Source: an optimization exercise on an open RTL-to-GDS flow (aim: small area). Production flows keep margins and buffers that such runs may drop. No functional check of the RTL was part of this run. Power is estimated from default activity; no workload was simulated.

`design/flow/design.v`:
```
module xbfs (
    input  wire        clk,
    input  wire        rst,           
    input  wire        cmd_valid,
    input  wire [15:0] cmd,
    input  wire [31:0] wdata,
    output reg  [31:0] rdata,
    output reg         rdata_valid,
    output wire        irq,
    output reg         frame_out,     
    output reg         rec_out        
);
    localparam [3:0] S_M0  = 4'd0, S_M1  = 4'd1, S_MID = 4'd2, S_LEN = 4'd3,
                     S_PAY = 4'd4, S_CKS = 4'd5, S_XLH = 4'd6, S_XLL = 4'd7,
                     S_XSK = 4'd8;
    localparam [2:0] T_H0 = 3'd0, T_H1 = 3'd1, T_H2 = 3'd2, T_VAL = 3'd3,
                     T_STOP = 3'd4;
    localparam E_CKERR = 0, E_EXTLEN = 1, E_SYNC_LOST = 2, E_DISCARD = 3,
               E_TRUNC = 4, E_REC_OVERRUN = 5, E_LEN_SHORT = 6,
               E_UNKNOWN_ID = 7, E_LEN_LONG = 8, E_BAD_CMD = 9, E_BAD_REG = 10,
               E_SYNC_ACQ = 16, E_FRAME_OK = 17, E_REC = 18;
    localparam [31:0] EV_MASK = 32'h000707FF;
    localparam NF = 46;               
    reg  [3:0]  fst;
    reg         sync_f;
    reg  [8:0]  fidx;
    reg  [7:0]  cur_len;
    reg  [7:0]  acc;
    reg  [16:0] skip_rem;
    reg  [7:0]  mid_r;                
    reg         cksel;
    reg  [18:0] irq_en;
    reg  [18:0] events;
    reg         lc_valid;
    reg  [4:0]  lc_code;
    reg  [31:0] cnt_discard, cnt_resync, cnt_syncloss, cnt_frame, cnt_ckerr,
                cnt_extlen;
    reg  [31:0] last_frame;
    reg         rec_pending;
    reg         rec_tr, rec_un, rec_sh, rec_lg;
    reg  [7:0]  rec_nrec;
    reg  [15:0] rec_lastunk;
    reg  [31:0] rec_seq;
    reg  [16:0] avail;
    reg  [32*NF-1:0] bank;            
    reg  [2:0]  tst;
    reg  [15:0] t_id;
    reg  [7:0]  t_vcnt;               
    reg  [4:0]  t_vidx;               
    reg         t_ext;                
    reg  [4:0]  t_field;
    reg  [4:0]  t_size;
    reg         p_tr, p_un, p_sh, p_lg;
    reg  [7:0]  p_nrec;
    reg  [15:0] p_lastunk;
    reg  [16:0] wk_av;
    reg  [32*NF-1:0] wk;              
    wire        is_byte  = cmd_valid && (cmd[15:8] == 8'h00);
    wire        is_read  = cmd_valid && ((cmd & 16'hFF80) == 16'h4000);
    wire        is_write = cmd_valid && ((cmd & 16'hFF80) == 16'h8000);
    wire        is_bad   = cmd_valid && !(is_byte || is_read || is_write);
    wire [6:0]  idx      = cmd[6:0];
    wire [7:0]  b        = cmd[7:0];
    function [10:0] tlv_lookup;       
        input [15:0] id;
        begin
            case (id)
                16'h1020: tlv_lookup = {1'b1, 5'd0,  5'd2};
                16'h1060: tlv_lookup = {1'b1, 5'd1,  5'd4};
                16'h1010: tlv_lookup = {1'b1, 5'd2,  5'd11};
                16'h2030: tlv_lookup = {1'b1, 5'd3,  5'd12};
                16'h2010: tlv_lookup = {1'b1, 5'd4,  5'd16};
                16'h4020: tlv_lookup = {1'b1, 5'd5,  5'd12};
                16'h4030: tlv_lookup = {1'b1, 5'd6,  5'd12};
                16'h8020: tlv_lookup = {1'b1, 5'd7,  5'd12};
                16'hC020: tlv_lookup = {1'b1, 5'd8,  5'd12};
                16'h5042: tlv_lookup = {1'b1, 5'd9,  5'd12};
                16'h5022: tlv_lookup = {1'b1, 5'd10, 5'd6};
                16'hD012: tlv_lookup = {1'b1, 5'd11, 5'd18};
                16'hE020: tlv_lookup = {1'b1, 5'd12, 5'd4};
                16'h0810: tlv_lookup = {1'b1, 5'd13, 5'd4};
                16'h3010: tlv_lookup = {1'b1, 5'd14, 5'd4};
                16'h4010: tlv_lookup = {1'b1, 5'd15, 5'd12};
                16'h8030: tlv_lookup = {1'b1, 5'd16, 5'd16};
                default:  tlv_lookup = {1'b0, 5'd0,  5'd0};
            endcase
        end
    endfunction
    function [8:0] field_map;
        input [4:0] f;
        input [4:0] k;
        reg   [5:0] base;
        reg   [4:0] g;
        reg   [4:0] j;
        begin
            field_map = 9'd0;
            base = 6'd0;
            case (f)
                5'd3:  base = 6'd5;    
                5'd4:  base = 6'd8;    
                5'd5:  base = 6'd12;   
                5'd6:  base = 6'd15;   
                5'd7:  base = 6'd18;   
                5'd8:  base = 6'd21;   
                5'd9:  base = 6'd24;   
                5'd10: base = 6'd28;   
                5'd11: base = 6'd30;   
                5'd12: base = 6'd36;   
                5'd13: base = 6'd37;   
                5'd14: base = 6'd38;   
                5'd15: base = 6'd39;   
                5'd16: base = 6'd42;   
                default: base = 6'd0;
            endcase
            case (f)
                5'd0:  
                    field_map = {1'b0, 6'd0, (k == 5'd0) ? 2'd1 : 2'd0};
                5'd1:  
                    field_map = {1'b0, 6'd1, 2'd3 - k[1:0]};
                5'd2:  
                    case (k)
                        5'd0, 5'd1, 5'd2, 5'd3:
                               field_map = {1'b0, 6'd2, 2'd3 - k[1:0]};
                        5'd4:  field_map = {1'b0, 6'd3, 2'd1};
                        5'd5:  field_map = {1'b0, 6'd3, 2'd0};
                        5'd6:  field_map = {1'b0, 6'd3, 2'd2};
                        5'd7:  field_map = {1'b0, 6'd3, 2'd3};
                        5'd8:  field_map = {1'b0, 6'd4, 2'd0};
                        5'd9:  field_map = {1'b0, 6'd4, 2'd1};
                        default: field_map = {1'b0, 6'd4, 2'd2};
                    endcase
                5'd9, 5'd10, 5'd11: begin  
                    g = k / 5'd6;
                    j = k - g * 5'd6;
                    if (j < 5'd4)
                        field_map = {1'b0, base + {g[4:0], 1'b0} + 6'd1, 2'd3 - j[1:0]};
                    else if (j == 5'd4)
                        field_map = {1'b1, base + {g[4:0], 1'b0}, 2'd1};
                    else
                        field_map = {1'b0, base + {g[4:0], 1'b0}, 2'd0};
                end
                default:  
                    field_map = {1'b0, base + {3'd0, k[4:2]}, 2'd3 - k[1:0]};
            endcase
        end
    endfunction
    wire        pay_step  = is_byte && (fst == S_PAY);
    wire        len_step  = is_byte && (fst == S_LEN) && (b != 8'hFF);
    wire [7:0]  poff      = fidx[7:0] - 8'd4;            
    wire [7:0]  rem_here  = cur_len - poff;              
    wire [7:0]  rem_after = rem_here - 8'd1;             
    wire [10:0] lk_cur    = tlv_lookup(t_id);
    wire [8:0]  fm        = field_map(t_field, t_vidx);
    wire        wk_we     = pay_step && (tst == T_VAL) && t_ext && (t_vidx < t_size);
    always @(posedge clk) begin
        if (rst || len_step) begin
            tst       <= T_H0;
            t_id      <= 16'd0;
            t_vcnt    <= 8'd0;
            t_vidx    <= 5'd0;
            t_ext     <= 1'b0;
            t_field   <= 5'd0;
            t_size    <= 5'd0;
            p_tr      <= 1'b0;
            p_un      <= 1'b0;
            p_sh      <= 1'b0;
            p_lg      <= 1'b0;
            p_nrec    <= 8'd0;
            p_lastunk <= 16'd0;
            wk_av     <= 17'd0;
        end else if (pay_step) begin
            case (tst)
                T_H0: begin
                    if (rem_here < 8'd3) begin
                        p_tr <= 1'b1;            
                        tst  <= T_STOP;
                    end else begin
                        t_id[15:8] <= b;
                        tst        <= T_H1;
                    end
                end
                T_H1: begin
                    t_id[7:0] <= b;
                    tst       <= T_H2;
                end
                T_H2: begin
                    p_nrec <= p_nrec + 8'd1;
                    if (b > rem_after) begin
                        p_tr <= 1'b1;            
                        tst  <= T_STOP;
                    end else begin
                        t_vcnt <= b;
                        t_vidx <= 5'd0;
                        t_ext  <= 1'b0;
                        if (lk_cur[10]) begin
                            t_field <= lk_cur[9:5];
                            t_size  <= lk_cur[4:0];
                            if (b < {3'd0, lk_cur[4:0]}) begin
                                p_sh <= 1'b1;
                            end else begin
                                if (b > {3'd0, lk_cur[4:0]})
                                    p_lg <= 1'b1;
                                t_ext <= 1'b1;
                                wk_av[lk_cur[9:5]] <= 1'b1;
                            end
                        end else begin
                            p_un      <= 1'b1;
                            p_lastunk <= t_id;
                        end
                        tst <= (b == 8'd0) ? T_H0 : T_VAL;
                    end
                end
                T_VAL: begin
                    t_vcnt <= t_vcnt - 8'd1;
                    if (t_vidx != 5'd31)
                        t_vidx <= t_vidx + 5'd1;
                    if (t_vcnt == 8'd1)
                        tst <= T_H0;
                end
                default: ;
            endcase
        end
    end
    genvar gi;
    generate
        for (gi = 0; gi < NF; gi = gi + 1) begin : g_wk
            always @(posedge clk) begin
                if (rst || len_step) begin
                    wk[32*gi +: 32] <= 32'd0;
                end else if (wk_we && fm[7:2] == gi) begin
                    case (fm[1:0])
                        2'd0: wk[32*gi +: 8]      <= b;
                        2'd1: wk[32*gi + 8 +: 8]  <= b;
                        2'd2: wk[32*gi + 16 +: 8] <= b;
                        2'd3: wk[32*gi + 24 +: 8] <= b;
                    endcase
                    if (fm[8])
                        wk[32*gi + 16 +: 16] <= {16{b[7]}};
                end
            end
        end
    endgenerate
    reg  [3:0]  fst_n;
    reg         sync_n;
    reg  [8:0]  fidx_n;
    reg  [7:0]  cur_len_n;
    reg  [7:0]  acc_n;
    reg  [16:0] skip_n;
    reg  [7:0]  mid_n;
    reg  [18:0] ev;                  
    reg  [1:0]  discard_inc;
    reg         inc_resync, inc_syncloss, inc_extlen, inc_frame, inc_ckerr;
    reg         commit_any;          
    reg         commit_ok;           
    reg         commit_rec;          
    reg  [7:0]  ck_exp;
    reg         soft_rst;
    reg  [31:0] rd_val;
    always @* begin
        fst_n        = fst;
        sync_n       = sync_f;
        fidx_n       = fidx;
        cur_len_n    = cur_len;
        acc_n        = acc;
        skip_n       = skip_rem;
        mid_n        = mid_r;
        ev           = 19'd0;
        discard_inc  = 2'd0;
        inc_resync   = 1'b0;
        inc_syncloss = 1'b0;
        inc_extlen   = 1'b0;
        inc_frame    = 1'b0;
        inc_ckerr    = 1'b0;
        commit_any   = 1'b0;
        commit_ok    = 1'b0;
        commit_rec   = 1'b0;
        ck_exp       = 8'd0 - (acc + (cksel ? 8'h00 : 8'hFF));
        soft_rst     = 1'b0;
        if (is_byte) begin
            case (fst)
                S_M0: begin
                    if (b == 8'hFA) begin
                        fidx_n = 9'd1;
                        fst_n  = S_M1;
                    end else begin
                        if (sync_f) begin
                            sync_n       = 1'b0;
                            inc_syncloss = 1'b1;
                            ev[E_SYNC_LOST] = 1'b1;
                        end
                        discard_inc  = 2'd1;
                        ev[E_DISCARD] = 1'b1;
                    end
                end
                S_M1: begin
                    if (b == 8'hFF) begin
                        fidx_n = 9'd2;
                        acc_n  = 8'd0;
                        fst_n  = S_MID;
                        if (!sync_f) begin
                            sync_n     = 1'b1;
                            inc_resync = 1'b1;
                            ev[E_SYNC_ACQ] = 1'b1;
                        end
                    end else begin
                        if (sync_f) begin
                            sync_n       = 1'b0;
                            inc_syncloss = 1'b1;
                            ev[E_SYNC_LOST] = 1'b1;
                        end
                        ev[E_DISCARD] = 1'b1;
                        if (b == 8'hFA) begin
                            discard_inc = 2'd1;
                            fidx_n      = 9'd1;
                            fst_n       = S_M1;
                        end else begin
                            discard_inc = 2'd2;
                            fidx_n      = 9'd0;
                            fst_n       = S_M0;
                        end
                    end
                end
                S_MID: begin
                    mid_n  = b;
                    fidx_n = 9'd3;
                    acc_n  = acc + b;
                    fst_n  = S_LEN;
                end
                S_LEN: begin
                    if (b != 8'hFF) begin
                        fidx_n    = 9'd4;
                        acc_n     = acc + b;
                        cur_len_n = b;
                        fst_n     = (b == 8'd0) ? S_CKS : S_PAY;
                    end else begin
                        inc_extlen = 1'b1;
                        ev[E_EXTLEN] = 1'b1;
                        fidx_n = 9'd0;
                        acc_n  = 8'd0;
                        fst_n  = S_XLH;
                    end
                end
                S_PAY: begin
                    fidx_n = fidx + 9'd1;
                    acc_n  = acc + b;
                    if (fidx + 9'd1 == 9'd4 + {1'b0, cur_len})
                        fst_n = S_CKS;
                end
                S_CKS: begin
                    commit_any = 1'b1;
                    if (b == ck_exp) begin
                        commit_ok = 1'b1;
                        inc_frame = 1'b1;
                        ev[E_FRAME_OK] = 1'b1;
                        if (mid_r == 8'h36) begin
                            commit_rec = 1'b1;
                            ev[E_REC]         = 1'b1;
                            ev[E_REC_OVERRUN] = rec_pending;
                            ev[E_TRUNC]       = p_tr;
                            ev[E_UNKNOWN_ID]  = p_un;
                            ev[E_LEN_SHORT]   = p_sh;
                            ev[E_LEN_LONG]    = p_lg;
                        end
                    end else begin
                        inc_ckerr = 1'b1;
                        ev[E_CKERR] = 1'b1;
                    end
                    fidx_n    = 9'd0;
                    cur_len_n = 8'd0;
                    acc_n     = 8'd0;
                    fst_n     = S_M0;
                end
                S_XLH: begin
                    skip_n = {1'b0, b, 8'd0};
                    fst_n  = S_XLL;
                end
                S_XLL: begin
                    skip_n = (skip_rem | {9'd0, b}) + 17'd1;
                    fst_n  = S_XSK;
                end
                S_XSK: begin
                    skip_n = skip_rem - 17'd1;
                    if (skip_rem == 17'd1)
                        fst_n = S_M0;
                end
                default: ;
            endcase
        end
        if (is_read && idx >= 7'd63)
            ev[E_BAD_REG] = 1'b1;
        if (is_write) begin
            case (idx)
                7'd0:  soft_rst = wdata[0];
                7'd2, 7'd3, 7'd4, 7'd5, 7'd6, 7'd7, 7'd8, 7'd9, 7'd10, 7'd12: ;
                default: ev[E_BAD_REG] = 1'b1;
            endcase
        end
        if (is_bad)
            ev[E_BAD_CMD] = 1'b1;
    end
    wire [31:0] sw = bank[32*36 +: 32];      
    wire [31:0] status_dec = {20'd0, sw[28:27], sw[26], sw[25:23], sw[22],
                              sw[21], sw[4:3], sw[2], sw[1]};
    always @* begin
        case (idx)
            7'd0:  rd_val = {30'd0, cksel, 1'b0};
            7'd1:  rd_val = {7'd0, fidx, cur_len, 3'd0, fst, sync_f};
            7'd2:  rd_val = {13'd0, events};
            7'd3:  rd_val = {13'd0, irq_en};
            7'd4:  rd_val = {lc_valid, 26'd0, lc_code};
            7'd5:  rd_val = cnt_discard;
            7'd6:  rd_val = cnt_resync;
            7'd7:  rd_val = cnt_syncloss;
            7'd8:  rd_val = cnt_frame;
            7'd9:  rd_val = cnt_ckerr;
            7'd10: rd_val = cnt_extlen;
            7'd11: rd_val = last_frame;
            7'd12: rd_val = {rec_lastunk, rec_nrec, 3'd0, rec_lg, rec_sh,
                             rec_un, rec_tr, rec_pending};
            7'd13: rd_val = rec_seq;
            7'd14: rd_val = {15'd0, avail};
            7'd15: rd_val = status_dec;
            7'd16: rd_val = {acc, 7'd0, skip_rem};
            default: begin
                if (idx >= 7'd17 && idx <= 7'd62)
                    rd_val = bank[32*(idx - 7'd17) +: 32];
                else
                    rd_val = 32'd0;
            end
        endcase
    end
    reg  [4:0] ev_code;
    integer    ei;
    always @* begin
        ev_code = 5'd0;
        for (ei = 10; ei >= 0; ei = ei - 1)
            if (ev[ei])
                ev_code = ei[4:0];
    end
    assign irq = |(events & irq_en);
    always @(posedge clk) begin
        if (rst) begin
            fst          <= S_M0;
            sync_f       <= 1'b0;
            fidx         <= 9'd0;
            cur_len      <= 8'd0;
            acc          <= 8'd0;
            skip_rem     <= 17'd0;
            mid_r        <= 8'd0;
            cksel        <= 1'b0;
            irq_en       <= 19'd0;
            events       <= 19'd0;
            lc_valid     <= 1'b0;
            lc_code      <= 5'd0;
            cnt_discard  <= 32'd0;
            cnt_resync   <= 32'd0;
            cnt_syncloss <= 32'd0;
            cnt_frame    <= 32'd0;
            cnt_ckerr    <= 32'd0;
            cnt_extlen   <= 32'd0;
            last_frame   <= 32'd0;
            rec_pending  <= 1'b0;
            rec_tr       <= 1'b0;
            rec_un       <= 1'b0;
            rec_sh       <= 1'b0;
            rec_lg       <= 1'b0;
            rec_nrec     <= 8'd0;
            rec_lastunk  <= 16'd0;
            rec_seq      <= 32'd0;
            avail        <= 17'd0;
            bank         <= {32*NF{1'b0}};
            rdata        <= 32'd0;
            rdata_valid  <= 1'b0;
            frame_out    <= 1'b0;
            rec_out      <= 1'b0;
        end else begin
            rdata_valid <= is_read;
            if (is_read)
                rdata <= rd_val;
            frame_out <= commit_ok;
            rec_out   <= commit_rec;
            fst      <= fst_n;
            sync_f   <= sync_n;
            fidx     <= fidx_n;
            cur_len  <= cur_len_n;
            acc      <= acc_n;
            skip_rem <= skip_n;
            mid_r    <= mid_n;
            cnt_discard <= cnt_discard + {30'd0, discard_inc};
            if (inc_resync)   cnt_resync   <= cnt_resync + 32'd1;
            if (inc_syncloss) cnt_syncloss <= cnt_syncloss + 32'd1;
            if (inc_extlen)   cnt_extlen   <= cnt_extlen + 32'd1;
            if (inc_frame)    cnt_frame    <= cnt_frame + 32'd1;
            if (inc_ckerr)    cnt_ckerr    <= cnt_ckerr + 32'd1;
            if (commit_any)
                last_frame <= {ck_exp, b, cur_len, mid_r};
            if (commit_rec) begin
                bank        <= wk;
                avail       <= wk_av;
                rec_pending <= 1'b1;
                rec_tr      <= p_tr;
                rec_un      <= p_un;
                rec_sh      <= p_sh;
                rec_lg      <= p_lg;
                rec_nrec    <= p_nrec;
                rec_lastunk <= p_lastunk;
                rec_seq     <= rec_seq + 32'd1;
            end
            events <= events | ev;
            if (|ev[10:0]) begin
                lc_valid <= 1'b1;
                lc_code  <= ev_code;
            end
            if (is_write) begin
                case (idx)
                    7'd0:  cksel <= wdata[1];
                    7'd2:  events <= events & ~wdata[18:0];
                    7'd3:  irq_en <= wdata[18:0] & EV_MASK[18:0];
                    7'd4:  begin lc_valid <= 1'b0; lc_code <= 5'd0; end
                    7'd5:  cnt_discard  <= 32'd0;
                    7'd6:  cnt_resync   <= 32'd0;
                    7'd7:  cnt_syncloss <= 32'd0;
                    7'd8:  cnt_frame    <= 32'd0;
                    7'd9:  cnt_ckerr    <= 32'd0;
                    7'd10: cnt_extlen   <= 32'd0;
                    7'd12: if (wdata[0]) rec_pending <= 1'b0;
                    default: ;  
                endcase
            end
            if (soft_rst) begin
                fst          <= S_M0;
                sync_f       <= 1'b0;
                fidx         <= 9'd0;
                cur_len      <= 8'd0;
                acc          <= 8'd0;
                skip_rem     <= 17'd0;
                mid_r        <= 8'd0;
                events       <= 19'd0;
                lc_valid     <= 1'b0;
                lc_code      <= 5'd0;
                cnt_discard  <= 32'd0;
                cnt_resync   <= 32'd0;
                cnt_syncloss <= 32'd0;
                cnt_frame    <= 32'd0;
                cnt_ckerr    <= 32'd0;
                cnt_extlen   <= 32'd0;
                last_frame   <= 32'd0;
                rec_pending  <= 1'b0;
                rec_tr       <= 1'b0;
                rec_un       <= 1'b0;
                rec_sh       <= 1'b0;
                rec_lg       <= 1'b0;
                rec_nrec     <= 8'd0;
                rec_lastunk  <= 16'd0;
                rec_seq      <= 32'd0;
                avail        <= 17'd0;
                bank         <= {32*NF{1'b0}};
            end
        end
    end
endmodule
```
`design/flow/run.sh`:
```
#!/bin/bash
# synth_recipe.tcl (not shown) runs the flow's synth.tcl, then flattens the netlist and writes it again
# the make line also repeats each setting of config.mk as NAME=value (left out here)
make -C /OpenROAD-flow-scripts/flow DESIGN_CONFIG=/design/flow/config.mk WORK_HOME=/design/flow/orfs CLKGATE_MAP_FILE= SYNTH_SCRIPT=/design/flow/synth_recipe.tcl finish
```
`design/flow/config.mk`:
```
export PLATFORM = sky130hd
export DESIGN_NAME = xbfs
export DESIGN_NICKNAME = xbfs
export VERILOG_FILES = /design/flow/design.v
export SDC_FILE = /design/flow/constraint.sdc
export NUM_CORES = 4
export LEC_CHECK = 0
export CAP_MARGIN = 20
export CORE_MARGIN = 2
export CORE_UTILIZATION = 40
export SLEW_MARGIN = 20
```
`design/flow/constraint.sdc`:
```
create_clock -name core_clock -period 10.0 [get_ports {clk}]
set_input_delay 2.0000 -clock core_clock [delete_from_list [all_inputs] [get_ports {clk}]]
set_output_delay 2.0000 -clock core_clock [all_outputs]
set_load 0.01 [all_outputs]
```
==> results.txt <==
==> registers in the layout (all words and copies together) (netlist names), 9 cells and up, named ones only <==
name / flops
wk_av: 17
cnt_frame: 32
irq_en: 14
cnt_syncloss: 32
skip_rem: 17
rdata: 32
rec_seq: 32
rec_lastunk: 16
cnt_resync: 32
p_lastunk: 16
bank: 1472
cnt_discard: 32
events: 19
cnt_extlen: 32
cnt_ckerr: 32
t_id: 16
fidx: 9
avail: 17
wk: 1472
last_frame: 32
==> cell usage in the layout (no fill, tap or decap), types with 28 or more instances in the layout <==
cell type / instances
a21oi_1: 1900
ha_1: 97
clkbuf_16: 365
a221oi_1: 41
inv_1: 100
nor4_1: 36
o211ai_1: 339
a211oi_1: 56
and3_1: 78
nor3_1: 132
nand3_1: 555
dfxtp_1: 3470
mux2i_1: 755
nand2_1: 3912
a311oi_1: 51
nor4_4: 40
nor2_1: 1202
buf_4: 192
a31oi_1: 43
a22oi_1: 127
o21ai_0: 807
mux4_2: 371
nand4_2: 59
or3_1: 69
clkbuf_1: 78
nand4_1: 161
clkinv_2: 56
bufinv_16: 32
o31ai_1: 29
xor2_1: 128
xnor2_1: 112
buf_12: 57
clkbuf_8: 87
clkdlybuf4s50_1: 64
and4_1: 28
==> cell type report <==
cell class / count / area, µm² / area share [%]
antenna: 7 / 17.52 / 0.01097
clock buffer: 530 / 10620 / 6.654
clock inverter: 121 / 1653 / 1.035
inverter: 101 / 386.6 / 0.2421
multi-input combinational: 11527 / 68180 / 42.70
sequential: 3470 / 69470 / 43.51
tap: 4751 / 5944 / 3.723
timing repair buffer: 325 / 3393 / 2.125
==> worst reg2reg max path, delay by kind of cell (launching register included) <==
kind / cells / cell delay [ns]
and+or+nand+nor: 8 / 3.33
AOI/OAI and AO/OA: 4 / 1.23
adders and majority gates: 3 / 0.94
DFF: 1 / 0.76
buffers and inverters: 3 / 0.74
xor gates and xnor gates: 1 / 0.47
muxes: 1 / 0.35
==> cell families after synthesis <==
family	share of synthesized area (%)
flops	48.68
buf+inv	3.914
xor+xnor	1.548
mux	11.16
compound gates	14.23
fa+ha+maj	0.9715
simple gates	19.50
==> metal layers <==
layer	GRT usage [%]	vias to the layer above	routed length [µm]
li1	-	55496	-
met1	34.39	57495	205000
met2	38.81	4025	209300
met3	3.590	825	33870
met4	9.832	12	19660
met5	0	-	82
==> how the worst max path moves through the flow <==
stage	from	to	slack [ns]
2_1_floorplan	cmd[0]	cnt_discard[31]	3.53
3_3_place_gp	t_vidx[3]	wk[703]	2.10
3_5_place_dp	t_vidx[3]	wk[1439]	2.18
4_1_cts	t_vidx[3]	wk[1439]	2.08
5_1_grt	t_vidx[3]	wk[922]	1.52
6_report	t_vidx[3]	wk[1439]	2.02
==> power by group through the flow <==
stage,clock (mW),sequential [mW],combinational [mW]
after floorplan,0,14.1,0.577
after CTS,14.2,13.8,1.08
final,14.0,13.8,1.09
after global placement,0,14.1,1.08
after detailed placement,0,14.1,1.07
after global routing,14.8,13.8,1.12
==> metrics by stage <==
stage,cells,util (%)
after CTS,20825,44.92
final,20832,44.93
after floorplan,16456,-
after global routing,20828,44.92
after detailed placement,20174,41.46
after global placement,20170,41.44
==> run_results.csv <==
group,metric,value,unit
die,fp.dieW,601.3,µm
synthesis,synth-seq-cells,3470,
synthesis,netlist_instances,16456,
power_and_ir_drop,power.switching,6.671,mW
die,num_io_pins,87,
place,dp_hpwl,280100,µm
status,outcome,"timing/DRC/antenna clean",
clock_network,cts_made_buffers,358,
sta,tns,0,ns
setup_path,crit_path_end_kind,"flip-flop",
clock_network,cts_post_setup_buffers_inserted,0,
power_and_ir_drop,swShare,23.07,%
place,io_buffers,73,
power_and_ir_drop,internal_power,22.24,mW
synthesis,yosys.area.top_type_share,48.68,%
drt,wl_per_cell,22.46,µm
power_and_ir_drop,total_power,28.91,mW
synthesis,synth_edf_count,0,
power_and_ir_drop,sequentialPowerShare,47.8,%
layout,layout-drive-gt1-share,8.797,%
synthesis,synth_most_common_cell,"nand2_1",
setup_path,crit_path_start_kind,"flip-flop",
grt,grt_pass1_vias,108909,
sta,hold_violations,0,
clock_network,numClockSinks,3470,
clock_network,cts_hold_buf,0,
clock_network,root_buffer,"clkbuf_16",
synthesis,synth_area_leaders,"dfxtp_1 49%, nand2_1 10%, a21oi_1 6.7%",
synthesis,netlist_area,142700,µm²
setup_path,critical_path.top_delay_family,"simple AND/OR/NAND/NOR gates",
layout,num-nets-final,15940,
drt,drc,0,
place,place_worst_setup_slack,2.180,ns
clock_network,clk_pin_slew,0.06,ns
synthesis,ys_seq_area_share,48.68,%
sta,maxSlewHeadroom,19.06,%
sta,min_period,7.983,ns
layout,fillers,34545,
drt,wl,467900,µm
setup_path,worst_path_max_delay_cell,"nor4_4",
place,gp_congestion,0.9440,
sta,max_freq,125.3,MHz
setup_path,reg2reg_to,"wk[1439]",
power_and_ir_drop,vdd_drop_max,149.0,µV
die,dieArea,361500,µm²
setup_path,crit_arrival,8.79,ns
synthesis,yosys_most_used_dff,"dfxtp_1",
layout,area_growth,11.89,%
clock_network,htreeDepth,5,
die,coreArea,355400,µm²
sta,worst_slew_pin_slew,1.205,ns
clock_network,cts_tree,"yes",
drt,viasPerCell,5.657,
setup_path,crit_type,"flip-flop to flip-flop",
setup_path,reg2reg_setup_slack,2.02,ns
synthesis,syn_nets,16613,
sta,period_share,79.83,%
grt,antenna_found_initial,20,
setup_path,cp.depth,20,
grt,grt_overflow,0,
synthesis,syn_area_per_cell,8.671,µm²
synthesis,async_flop_share,0,%
sta,rsz0062_at_grt,"false",
sta,slew_violations,0,
synthesis,yosys.area.top_type,"dfxtp_1",
power_and_ir_drop,combPwrFrac,3.8,%
drt,firstDrtPassIters,8,
grt,grt_pass1_wl,700300,µm
setup_path,critPathBufInv,3,
sta,fin_ws,2.017,ns
sta,setup_violations,0,
synthesis,yosysWarnings,1,
setup_path,reg2regPathDepth,20,
drt,drt_iter0_drc,11948,
setup_path,path_common_cell,"o21ai_0",
synthesis,synth_cell_types,90,
hold_path,holdPathStages,2,
die,start_util,40.15,%
clock_network,clock_path_buffers,4,
die,die_y,601.3,µm
drt,vias,117853,
flow_run,cap_violations,0,
clock_network,cts-resized-gates,0,
setup_path,cp_cell_sequence,"nor2b_1, nand2_1, o21ai_0, inv_1, o21ai_0, nand2_1, o21ai_0, ha_1, fa_1, inv_1, ha_1, xnor2_1, nor2_1, o2111a_1, or3_1, nor4_4, buf_4, nand4_1, mux2i_1, nor2_1",
setup_path,rr_startpoint,"t_vidx[3]",
place,placed_area,147400,µm²
grt,grt_max_degree,204,
layout,fin_area,159700,µm²
sta,skew,0.09587,ns
power_and_ir_drop,p_per_area,181.1,nW/µm²
grt,grtUsageTotal,24.81,%
synthesis,synth_common_cells,"3926 x nand2_1, 3470 x dfxtp_1, 1900 x a21oi_1, 1217 x nor2_1, 1160 x clkbuf_1",
hold_path,hold_end,"bank[907]",
hold_path,hp-class,"flip-flop to flip-flop",
clock_network,clock_latency,0.96,ns
power_and_ir_drop,p_clk_share,48.4,%
drt,ant_nets,0,
sta,hold_ws,0.4104,ns
die,rows,219,
hold_path,hold_start,"wk[907]",
power_and_ir_drop,p_leak,55.92,nW
setup_path,path_max_fanout,18,
setup_path,max_stage_delay,1.17,ns
setup_path,required,10.80,ns

## static timing again, ports no longer ideal
The flow's constraints put no driver on any port. The routed layout listed below was extracted and timed again, unchanged, in two steps.
Step 1 (the two cells are an assumption about what drives the block):
set clk [get_ports {clk}]
set_driving_cell -lib_cell sky130_fd_sc_hd__clkbuf_16 $clk
set_driving_cell -lib_cell sky130_fd_sc_hd__buf_2 [delete_from_list [all_inputs] $clk]
Step 2 times the ports against the registers' clock, not the clock port: input delays grow and output delays shrink by t, the midpoint of the rising clock arrivals with the driver on.
a / b / c = no drivers / after step 1 / after step 2; a / b = the first two.
t (ns): 1.024
slack for setup (ns): 2.017 / 2.017 / 2.017
hold slack, ns: 0.410 / 0.410 / 0.410
worst register clock-pin slew, ns: 0.07 / 0.07
pins driven straight from the clock port: 1
After both steps setup and hold are still met in this run. The setup slack of this run moves by 0.000 ns with the drivers and by 0.000 ns with both steps.
